Source: an optimization exercise on an open RTL-to-GDS flow (aim: small area, a short achievable clock period and few clock cycles). Production flows keep margins and buffers that such runs may drop.
Function was checked by simulation only, so behaviour that the tests miss may differ from the original.
The flow treats the clock pin as an ideal source, which a real chip does not have.
Power figures rest on the tool's default switching activity, not on a simulated workload.

==> flow/design.v (excerpt) <==
module rspf_deframer #(
    parameter MAX_FRAME   = 132,
    parameter MAX_PAYLOAD = 128
) (
    input  wire       clk,
    input  wire       rst,
    input  wire       in_valid,
    input  wire [7:0] in_data,
    output wire       in_ready,
    output reg        ev_valid,
    input  wire       ev_ready,
    output reg  [2:0] ev_kind,
    output reg  [7:0] ev_data
);
    localparam [2:0] EV_ACK = 3'd1, EV_NACK = 3'd2, EV_INT = 3'd3,
                     EV_REJECT = 3'd4, EV_PKT_BYTE = 3'd5, EV_PKT_END = 3'd6;
    localparam [2:0] C_OK = 3'd0, C_BAD_RLE = 3'd1, C_RAW_DOLLAR = 3'd2,
                     C_OVERSIZE = 3'd3, C_BAD_CK_DIGIT = 3'd4, C_CK_MISMATCH = 3'd5;
    localparam QD = 8;    
    localparam QW = 3;    
    reg [7:0] wp;         
    reg [7:0] fs;         
    reg [7:0] rp;         
    reg [7:0] room29;     
    reg [7:0] s0, s1;
    reg       s0v, s1v;
    reg       in_rdy;
    wire      stall;
    wire      pop = s0v && !stall;
    wire      acc = in_valid && in_rdy;
    assign in_ready = in_rdy;
    wire       ld_s0 = pop || !s0v;
    wire [7:0] nb    = s1v ? s1 : in_data;
    reg  [7:0] avail29;                       
    reg       b_dollar, b_hash, b_star, b_brace, b_int, b_sig, b_plus, b_minus;
    reg       b_norm, b_rle, hex_ok;
    reg [3:0] hex_val;
    reg [6:0] b_k;
    reg       run_over;      
    always @(posedge clk) begin
        if (ld_s0) begin
            s0       <= nb;
            b_dollar <= (nb == 8'h24);
            b_hash   <= (nb == 8'h23);
            b_star   <= (nb == 8'h2A);
            b_brace  <= (nb == 8'h7D);
            b_int    <= (nb == 8'h03);
  ...
Settings: LEC_CHECK=0, CAP_MARGIN=20, CORE_MARGIN=2, CORE_UTILIZATION=40, CTS_CLUSTER_DIAMETER=90, CTS_CLUSTER_SIZE=26, PLACE_DENSITY=0.6, SETUP_SLACK_MARGIN=2.7, SLEW_MARGIN=20, TNS_END_PERCENT=100; clock period 5.5 ns.
standard.sh (not shown) runs the stock make flow with config.mk's settings and CLKGATE_MAP_FILE= SYNTH_SCRIPT=/design/flow/synth_recipe.tcl, a recipe that flattens the netlist after the stock synthesis.
==> flow/flow/run.sh <==
#!/bin/bash
# The standard layout, with one more setup-repair pass after clock tree
# synthesis (ORFS's own pass there only resizes within a cell footprint and
# stops early). Each tool's output goes to a log of its own in this folder.
set -euo pipefail
R=orfs/results/${FLOW_PLATFORM}/rspf_deframer/base
bash standard.sh cts > flow_std_cts.log 2>&1
REPAIR_ODB=$R/4_cts.odb REPAIR_SDC=$R/4_cts.sdc REPAIR_MARGIN=3.0 \
    openroad -no_init -exit flow/repair.tcl > flow_repair.log 2>&1
bash standard.sh finish > flow_std_finish.log 2>&1
test -f out/final.def
==> flow/flow/repair.tcl <==
# One setup-repair pass on the clock-tree-synthesised layout, then legalise.
set plat $::env(FLOW_HOME)/platforms/$::env(FLOW_PLATFORM)
read_liberty $plat/lib/sky130_fd_sc_hd__tt_025C_1v80.lib
read_db $::env(REPAIR_ODB)
read_sdc $::env(REPAIR_SDC)
source $plat/setRC.tcl
set_dont_use [list sky130_fd_sc_hd__probe_p_8 sky130_fd_sc_hd__probec_p_8 sky130_fd_sc_hd__lpflow_*]
estimate_parasitics -placement
report_worst_slack
report_design_area
repair_timing -setup -setup_margin $::env(REPAIR_MARGIN) -repair_tns 100 -verbose
set_placement_padding -global -left 0 -right 0
detailed_placement
check_placement -verbose
estimate_parasitics -placement
report_worst_slack
report_design_area
write_db $::env(REPAIR_ODB)
Testbench counts at the start, summed over its fixed seeds: cycles 10,100.
Change:
CTS_CLUSTER_DIAMETER = 80   (was 90)
CTS_CLUSTER_SIZE = 22   (was 26)
=> The changed run completed without violations. Core utilization is higher by 0.33 points. Final cell count is about the same. First-iteration DRC count goes down by 0.57%. Die area stays the same. Routed wire length came out higher by 0.38%. Register-to-register slack stays flat. Power came out higher by 3.7%.
Change:
==> flow/run.sh (new file) <==
#!/bin/bash
# synth_recipe.tcl (not shown) runs the flow's synth.tcl, then flattens the netlist and writes it again
# the make line also repeats each setting of config.mk as NAME=value (left out here)
make -C /OpenROAD-flow-scripts/flow DESIGN_CONFIG=/design/flow/config.mk WORK_HOME=/design/flow/orfs CLKGATE_MAP_FILE= SYNTH_SCRIPT=/design/flow/synth_recipe.tcl finish
CTS_CLUSTER_DIAMETER = 90   (was 80)
CTS_CLUSTER_SIZE = 26   (was 22)
removed: flow/flow/run.sh
removed: flow/flow/repair.tcl
removed: flow/standard.sh
The new run passed the timing, DRC and antenna checks. Die area does not change. Power is lower by 3.8%. First-iteration DRC count is lower by 6.2%. Clock power is lower by about 10%. Sequential share of layout area is higher by 1.4 points. Clock skew is lower by 0.013 ns. Routed wire length is lower by about 2.4%. Global-route usage is lower by 1.1 points. Count of clock-buffer cells in the layout is lower by 3.

* * *

## run 1
Starting RTL as in the previous note.
clock: 5.5 ns
lec_check: 0
cap_margin: 20
core_margin: 2
core_utilization: 40
cts_cluster_diameter: 80
cts_cluster_size: 22
place_density: 0.6
setup_slack_margin: 2.7
slew_margin: 20
tns_end_percent: 100
run.sh (not shown) runs the stock make flow with config.mk's settings and CLKGATE_MAP_FILE= SYNTH_SCRIPT=/design/flow/synth_recipe.tcl, a recipe that flattens the netlist after the stock synthesis.
Stock flow here: none of the scripts above is used.
Looking at the reports, run 1 completed the entire flow and the layout it produced met the timing, DRC and antenna checks.
Testbench counts of run 1, summed over its fixed seeds: cycles 10,100.
--- input diff run 1..run 2 ---
==> flow/flow/run.sh (new file) <==
#!/bin/bash
# The standard layout, with one more setup-repair pass after clock tree
# synthesis (ORFS's own pass there only resizes within a cell footprint and
# stops early), and global routing's repair free to resize across footprints
# too. Each tool's output goes to a log of its own in this folder.
set -euo pipefail
R=orfs/results/${FLOW_PLATFORM}/rspf_deframer/base
bash standard.sh cts > flow_std_cts.log 2>&1
REPAIR_ODB=$R/4_cts.odb REPAIR_SDC=$R/4_cts.sdc REPAIR_MARGIN=3.0 \
    openroad -no_init -exit flow/repair.tcl > flow_repair.log 2>&1
bash standard.sh MATCH_CELL_FOOTPRINT=0 finish > flow_std_finish.log 2>&1
test -f out/final.def
==> flow/flow/repair.tcl (new file) <==
# One setup-repair pass on the clock-tree-synthesised layout, then legalise.
set plat $::env(FLOW_HOME)/platforms/$::env(FLOW_PLATFORM)
read_liberty $plat/lib/sky130_fd_sc_hd__tt_025C_1v80.lib
read_db $::env(REPAIR_ODB)
read_sdc $::env(REPAIR_SDC)
source $plat/setRC.tcl
set_dont_use [list sky130_fd_sc_hd__probe_p_8 sky130_fd_sc_hd__probec_p_8 sky130_fd_sc_hd__lpflow_*]
estimate_parasitics -placement
report_worst_slack
report_design_area
repair_timing -setup -setup_margin $::env(REPAIR_MARGIN) -repair_tns 100 -verbose
set_placement_padding -global -left 0 -right 0
detailed_placement
check_placement -verbose
estimate_parasitics -placement
report_worst_slack
report_design_area
write_db $::env(REPAIR_ODB)
==> flow/standard.sh (new file) <==
#!/bin/bash
# synth_recipe.tcl (not shown) runs the flow's synth.tcl, then flattens the netlist and writes it again
# the make line also repeats each setting of config.mk as NAME=value (left out here)
make -C /OpenROAD-flow-scripts/flow DESIGN_CONFIG=/design/flow/config.mk WORK_HOME=/design/flow/orfs CLKGATE_MAP_FILE= SYNTH_SCRIPT=/design/flow/synth_recipe.tcl "${@:-finish}"
removed: flow/run.sh
Results
Summary of run 2 over run 1: register-to-register slack now larger, worst-case clock skew now larger, proportion of final cell area spent on non-clock buffers now larger.
Of run 2 and run 1, run 2 shows the lower endpoint arrival time on the critical path, with run 1 above it.
[run 2 vs run 1] number of vias after detailed routing: higher in run 2
Going from run 1 to run 2, the peak supply drop was found to have gone up by about 0.46%.
Run 2: number of antenna violations at the first check in global routing 1 above run 1
Here is what was changed in the inputs of run 3 compared with run 2.
- a change of CTS_CLUSTER_SIZE from 22 to 26
- a change of CTS_CLUSTER_DIAMETER from 80 to 90
diff --git a/flow/flow/run.sh b/flow/flow/run.sh
--- a/flow/flow/run.sh
+++ b/flow/flow/run.sh
@@ -4,2 +4,3 @@
-# stops early), and global routing's repair free to resize across footprints
-# too. Each tool's output goes to a log of its own in this folder.
+# stops early), and global routing's repair, which sees the routed wires,
+# free to resize across footprints and aiming at the same margin as that
+# pass. Each tool's output goes to a log of its own in this folder.
@@ -11 +12 @@
-bash standard.sh MATCH_CELL_FOOTPRINT=0 finish > flow_std_finish.log 2>&1
+bash standard.sh MATCH_CELL_FOOTPRINT=0 SETUP_SLACK_MARGIN=3.0 finish > flow_std_finish.log 2>&1
Results
The lower critical path depth came out of run 2.
Run 3 against run 2: cell count now sits higher; synthesis-to-layout area growth now sits higher; count of buffer and inverter cells on the critical path now sits higher; post-layout minimum cycle time now sits higher.
Power: run 3 draws less than run 2
Compared with run 2, in run 3 post-CTS setup-driven buffer insertion count flat; power share of the clock group down 2.5 points.

* * *

Setup of main:
rspf_deframer, a different RTL version from the one above (not shown whole).
Size: about 3200 cells after synthesis, roughly 1300 flip-flops, roughly 25 I/O pins.
==> flow/config.mk <==
export PLATFORM = sky130hd
export DESIGN_NAME = rspf_deframer
export DESIGN_NICKNAME = rspf_deframer
export VERILOG_FILES = /design/flow/design.v
export SDC_FILE = /design/flow/constraint.sdc
export NUM_CORES = 4
export LEC_CHECK = 0
export CAP_MARGIN = 20
export CORE_MARGIN = 2
export CORE_UTILIZATION = 40
export CTS_CLUSTER_DIAMETER = 80
export CTS_CLUSTER_SIZE = 22
export PLACE_DENSITY = 0.6
export SETUP_SLACK_MARGIN = 2.7
export SLEW_MARGIN = 20
export TNS_END_PERCENT = 100
==> flow/constraint.sdc <==
create_clock -name core_clock -period 5.5 [get_ports {clk}]
set_input_delay 1.1000 -clock core_clock [delete_from_list [all_inputs] [get_ports {clk}]]
set_output_delay 1.1000 -clock core_clock [all_outputs]
set_load 0.01 [all_outputs]
Stock flow here: none of the scripts above is used.
Testbench counts of main, summed over its fixed seeds: cycles 10,100.
--- input diff main..the feature branch ---
==> flow/flow/run.sh (new file) <==
#!/bin/bash
# The standard layout, with one more setup-repair pass after clock tree
# synthesis (ORFS's own pass there only resizes within a cell footprint and
# stops early). Each tool's output goes to a log of its own in this folder.
set -euo pipefail
R=orfs/results/${FLOW_PLATFORM}/rspf_deframer/base
bash standard.sh cts > flow_std_cts.log 2>&1
REPAIR_ODB=$R/4_cts.odb REPAIR_SDC=$R/4_cts.sdc REPAIR_MARGIN=3.0 \
    openroad -no_init -exit flow/repair.tcl > flow_repair.log 2>&1
bash standard.sh finish > flow_std_finish.log 2>&1
test -f out/final.def
==> flow/flow/repair.tcl (new file) <==
# One setup-repair pass on the clock-tree-synthesised layout, then legalise.
set plat $::env(FLOW_HOME)/platforms/$::env(FLOW_PLATFORM)
read_liberty $plat/lib/sky130_fd_sc_hd__tt_025C_1v80.lib
read_db $::env(REPAIR_ODB)
read_sdc $::env(REPAIR_SDC)
source $plat/setRC.tcl
set_dont_use [list sky130_fd_sc_hd__probe_p_8 sky130_fd_sc_hd__probec_p_8 sky130_fd_sc_hd__lpflow_*]
estimate_parasitics -placement
report_worst_slack
report_design_area
repair_timing -setup -setup_margin $::env(REPAIR_MARGIN) -repair_tns 100 -verbose
set_placement_padding -global -left 0 -right 0
detailed_placement
check_placement -verbose
estimate_parasitics -placement
report_worst_slack
report_design_area
write_db $::env(REPAIR_ODB)
==> flow/standard.sh (new file) <==
#!/bin/bash
# synth_recipe.tcl (not shown) runs the flow's synth.tcl, then flattens the netlist and writes it again
# the make line also repeats each setting of config.mk as NAME=value (left out here)
make -C /OpenROAD-flow-scripts/flow DESIGN_CONFIG=/design/flow/config.mk WORK_HOME=/design/flow/orfs CLKGATE_MAP_FILE= SYNTH_SCRIPT=/design/flow/synth_recipe.tcl "${@:-finish}"
removed: flow/run.sh
### Flow results
- Required time of the worst setup path in the feature branch is 0.06 ns higher than in main
- From main to the feature branch, number of buffer cells added on primary ports did not move at all.
- When the feature branch is measured against main, its via count of the first global-routing pass turns out 1090 higher.
- Relative area change from synthesis to final layout up 3.4 points in the feature branch wrt main
- Going from main to the feature branch, power was more or less identical; clock slew seen by the registers of the worst setup and hold paths now sits at about the same level; delay of the slowest critical-path stage has decreased; final design area excluding fillers grew by about 3%.
- Setup slack (the feature branch over main): increase, 0.13 ns
- Comparing the feature branch and main, post-layout utilization of the core is lower on main.

==> port drivers added, routing unchanged <==
The results above use ideal ports. As a check the final layouts listed here were re-extracted and re-timed, cells and wires unchanged. Step 1 sets driving cells, clkbuf_16 on the clock port and buf_2 on the other inputs (assumed; they add their load-dependent delay and slew). Step 2, shift: input delay + t, output delay - t, t = (earliest + latest rising clock arrival at the registers) / 2. This alone moves slack from input paths to output paths. a / b / c = no drivers / after step 1 / after step 2; a / b = the first two.
run | shift t [ns] | setup slack, ns | worst setup path at the end | slew at the worst register clock pin (ns)
the first run of note 1 | 0.769 | 2.815 / 2.815 / 2.200 | input to register | 0.11 / 0.11
the second run of note 1 | 0.736 | 2.806 / 2.806 / 2.259 | input to register | 0.10 / 0.10
the third run of note 1 | 0.776 | 2.671 / 2.666 / 2.106 | input to register | 0.11 / 0.11
run 1 | 0.733 | 2.636 / 2.636 / 2.116 | input to register | 0.10 / 0.10
run 2 | 0.736 | 2.806 / 2.806 / 2.259 | input to register | 0.10 / 0.10
run 3 | 0.772 | 2.786 / 2.786 / 2.348 | input to register | 0.12 / 0.12
main | 0.742 | 2.615 / 2.615 / 2.135 | input to register | 0.10 / 0.10
the feature branch | 0.747 | 2.741 / 2.741 / 2.257 | input to register | 0.10 / 0.10
After both steps every run listed still meets setup and hold. The setup slack of the first run of note 1, which loses most, moves by 0.000 ns with the drivers and by -0.615 ns with both steps.
